Context: an optimization exercise on an open-source flow, tuned for small area, a short achievable clock period and few clock cycles. The choices shown serve that exercise and are no tape-out recipe.
The RTL was checked by simulation tests, not by an equivalence proof against the original design.
Power is estimated from default activity; no workload was simulated.

== lagoon ==
## esbf
module esbf (
    input  wire       clk,
    input  wire       rst,         
    input  wire       in_valid,
    output wire       in_ready,
    input  wire [7:0] in_data,
    input  wire       in_last,
    output wire       out_valid,
    input  wire       out_ready,
    output wire [7:0] out_data,
    output wire       out_last
);
    localparam RL = 37;                  
    localparam [3:0] O_ILL   = 4'd0;
    localparam [3:0] O_INIT  = 4'd1;
    localparam [3:0] O_LOAD  = 4'd2;
    localparam [3:0] O_UPDB  = 4'd3;
    localparam [3:0] O_UPDN  = 4'd4;
    localparam [3:0] O_CREAD = 4'd5;
    localparam [3:0] O_BUILD = 4'd6;
    localparam [3:0] O_CHECK = 4'd7;
    localparam [3:0] O_FREAD = 4'd8;
    localparam [3:0] O_INFO  = 4'd9;
    localparam [1:0] K_CRC   = 2'd1;
    localparam [1:0] K_FRAME = 2'd2;
    localparam [1:0] K_INFO  = 2'd3;
    localparam [3:0] R_ST    = 4'd15;    
    function [15:0] step1;
        input [15:0] c;
        begin
            step1 = {c[14:0], 1'b0} ^ (c[15] ? 16'h1021 : 16'h0000);
        end
    endfunction
    function [15:0] step8;
        input [15:0] c;
        integer i;
        reg [15:0] t;
        begin
            t = c;
            for (i = 0; i < 8; i = i + 1)
                t = {t[14:0], 1'b0} ^ (t[15] ? 16'h1021 : 16'h0000);
            step8 = t;
        end
    endfunction
    function [5:0] inc37;
        input [5:0] x;
        begin
            inc37 = (x == RL - 1) ? 6'd0 : x + 6'd1;
        end
    endfunction
    reg [15:0] crc_r;
    reg        held;                     
    reg [1:0]  fstat;
    reg [2:0]  alen_a;
    reg [5:0]  plen_a;
    reg        c2_a;                     
    reg [7:0]  chan_a;
    reg [15:0] cw;                       
    reg        pre;                      
    reg [15:0] ca;                       
    reg        pren;                     
    reg        cpend;                    
    reg [8*RL-1:0] ring;
    reg        ir;                       
    reg        ie;                       
  ...
Size in the first run: about 1700 cells after synthesis, roughly 470 flip-flops, ~24 I/O pins, ~18000 um^2 of cells after synthesis.
==> flow/config.mk <==
export PLATFORM = sky130hd
export DESIGN_NAME = esbf
export DESIGN_NICKNAME = esbf
export VERILOG_FILES = /design/flow/design.v
export SDC_FILE = /design/flow/constraint.sdc
export NUM_CORES = 4
export LEC_CHECK = 0
export CAP_MARGIN = 20
export CORE_MARGIN = 2
export CORE_UTILIZATION = 50
export CTS_BUF_LIST = sky130_fd_sc_hd__clkbuf_8
export CTS_CLUSTER_DIAMETER = 50
export CTS_CLUSTER_SIZE = 18
export PLACE_DENSITY = 0.6
export SLEW_MARGIN = 20
==> flow/constraint.sdc <==
create_clock -name core_clock -period 9.0 [get_ports {clk}]
set_input_delay 1.8000 -clock core_clock [delete_from_list [all_inputs] [get_ports {clk}]]
set_output_delay 1.8000 -clock core_clock [all_outputs]
set_load 0.01 [all_outputs]
standard.sh (not shown) runs the stock make flow with config.mk's settings and CLKGATE_MAP_FILE= SYNTH_SCRIPT=/design/flow/synth_recipe.tcl, a recipe that flattens the netlist after the stock synthesis.
==> flow/flow/run.sh <==
#!/bin/bash
set -euo pipefail
bash standard.sh SETUP_SLACK_MARGIN=6.3 "BUFFER_PORTS_ARGS=-buffer_cell sky130_fd_sc_hd__buf_4" finish > standard.log 2>&1
Testbench counts of lagoon, summed over its fixed seeds: cycles 22,202.
Setup changes, lagoon to maple
- CTS_CLUSTER_DIAMETER no longer set, was 50
- CTS_CLUSTER_SIZE no longer set, was 18
- CTS_BUF_LIST no longer set, was sky130_fd_sc_hd__clkbuf_8
Findings:
Post-route cell area for maple: 770 um^2 up relative to lagoon
maple falls short of lagoon in via count.
Count of pins on the block boundary came out exactly the same in maple and lagoon.
Relative to lagoon, final clock period utilization by the worst path has gone down in maple.

========
Another version of the RTL of esbf (not shown whole).
Size: roughly 480 flip-flops, ~24 I/O pins.
export LEC_CHECK = 0
export CAP_MARGIN = 20
export CORE_MARGIN = 2
export CORE_UTILIZATION = 50
export CTS_BUF_LIST = sky130_fd_sc_hd__clkbuf_8
export CTS_CLUSTER_DIAMETER = 50
export CTS_CLUSTER_SIZE = 18
export PLACE_DENSITY = 0.6
export SLEW_MARGIN = 20
create_clock -name core_clock -period 9.0 [get_ports {clk}]
==> flow/flow/run.sh <==
#!/bin/bash
set -euo pipefail
bash standard.sh SETUP_SLACK_MARGIN=5.9 "BUFFER_PORTS_ARGS=-buffer_cell sky130_fd_sc_hd__buf_4" finish > standard.log 2>&1
Testbench counts at the start, summed over its fixed seeds: cycles 20,585.
Change:
==> flow/flow/run.sh (replaced) <==
#!/bin/bash
set -euo pipefail
bash standard.sh SETUP_SLACK_MARGIN=6.3 "BUFFER_PORTS_ARGS=-buffer_cell sky130_fd_sc_hd__buf_4" finish > standard.log 2>&1
- CTS_BUF_LIST: sky130_fd_sc_hd__clkbuf_8 -> sky130_fd_sc_hd__clkbuf_16
- CTS_CLUSTER_DIAMETER: 50 -> 80
- CTS_CLUSTER_SIZE: 18 -> 30
Result: Power increases by a few percent. Final area is higher by a little under a tenth. Global-route usage is higher by 0.95 points.
Change:
==> flow/flow/run.sh (replaced) <==
#!/bin/bash
set -euo pipefail
bash standard.sh SETUP_SLACK_MARGIN=6.1 "BUFFER_PORTS_ARGS=-buffer_cell sky130_fd_sc_hd__buf_4" finish > standard.log 2>&1
The changed run produced a clean layout.
Register-to-register slack gets worse by 0.09 ns.
Global-route usage falls by 0.98 points.
First-iteration DRC count rises by 0.54%.
Flip-flop and latch count is unchanged.
Wire length falls by 4.5%.
Non-clock buffer count falls by 59.
Design area falls by 4.9%.
Critical path depth does not change.
Change:
- CORE_UTILIZATION: 50 -> 65
- GPL_ROUTABILITY_DRIVEN: not set -> 0
- PLACE_DENSITY: 0.6 -> 0.75
Effect:
- routed wire length decreases by 3.8%
- count of clock-buffer cells in the layout decreases by 4
- clock skew came out higher by 0.0084 ns
- global-route usage came out higher by 5.7 points
- final area shrinks by about 1.9%
Change:
==> flow/flow/run.sh (replaced) <==
#!/bin/bash
set -euo pipefail
bash standard.sh SETUP_SLACK_MARGIN=6.2 "BUFFER_PORTS_ARGS=-buffer_cell sky130_fd_sc_hd__buf_4" finish > standard.log 2>&1
- CORE_UTILIZATION: 65 -> 50
- GPL_ROUTABILITY_DRIVEN: 0 -> not set
- PLACE_DENSITY: 0.75 -> 0.6
Clock skew fell by 0.013 ns.
Cell area rose by a few percent.
Non-clock buffer count rose by 37.
Final cell count rose by a few percent.
Worst hold slack gets better by 0.0053 ns.
Wire length rose by a little under a tenth.
Utilization fell by 15 points.
Area after synthesis does not change.
Sequential share of layout area fell by 1.7 points.
Combinational power rose by a few percent.
Total power rose by a few percent.
Change:
==> flow/flow/run.sh (replaced) <==
#!/bin/bash
set -euo pipefail
bash standard.sh SETUP_SLACK_MARGIN=6.1 "BUFFER_PORTS_ARGS=-buffer_cell sky130_fd_sc_hd__buf_4" finish > standard.log 2>&1
- CELL_PAD_IN_SITES_DETAIL_PLACEMENT: not set -> 0
- CELL_PAD_IN_SITES_GLOBAL_PLACEMENT: not set -> 0
- CORE_UTILIZATION: 50 -> 65
- PLACE_DENSITY: 0.6 -> 0.75
The changed run ran to the end with no violations.
Area after synthesis does not change.
Final area fell by 3.7%.
Global-route usage went up by 6.2 points.
Utilization rose by 15 points.
Via count is lower by 0.73%.
Fmax increases by 1.2%.
Synthesized cell count is unchanged.
Clock skew falls by 0.0039 ns.
Total power shrinks by 4.7%.
Combinational power falls by 7.5%.

==> port drivers added, routing unchanged <==
The results above use ideal ports. As a check the final layouts listed here were re-extracted and re-timed, cells and wires unchanged. Step 1 assumes that a clkbuf_16 drives the clock port and a buf_2 every other input. Step 2 moves the port delays by t, midway between the first and last clock arrival at a register: inputs arrive t later, outputs are due t later. That takes back most of the time a late clock gives input paths. Slacks: ideal ports / drivers / drivers and shift; pairs: ideal ports / drivers.
run | t, ns | slack for setup (ns) | hold WS [ns] | clock arrival spread, ns
lagoon | 0.690 | 5.947 / 5.895 / 5.654 | 0.319 / 0.319 / 0.319 | 0.041 / 0.042
maple | 0.633 | 6.032 / 5.976 / 5.750 | 0.319 / 0.319 / 0.319 | 0.031 / 0.031
the first run of note 2 | 0.688 | 5.954 / 5.901 / 5.391 | 0.323 / 0.323 / 0.323 | 0.043 / 0.043
the second run of note 2 | 0.639 | 6.040 / 5.986 / 5.759 | 0.318 / 0.318 / 0.318 | 0.022 / 0.022
the third run of note 2 | 0.623 | 6.045 / 5.988 / 5.585 | 0.319 / 0.319 / 0.319 | 0.031 / 0.031
the fourth run of note 2 | 0.585 | 6.094 / 6.040 / 5.584 | 0.314 / 0.314 / 0.314 | 0.038 / 0.038
the fifth run of note 2 | 0.633 | 6.049 / 5.994 / 5.671 | 0.319 / 0.319 / 0.319 | 0.022 / 0.023
the sixth run of note 2 | 0.593 | 6.083 / 6.028 / 5.631 | 0.328 / 0.328 / 0.328 | 0.021 / 0.020
After both steps every run listed still meets setup and hold. The setup slack of the first run of note 2, which loses most, moves by -0.053 ns with the drivers and by -0.563 ns with both steps.
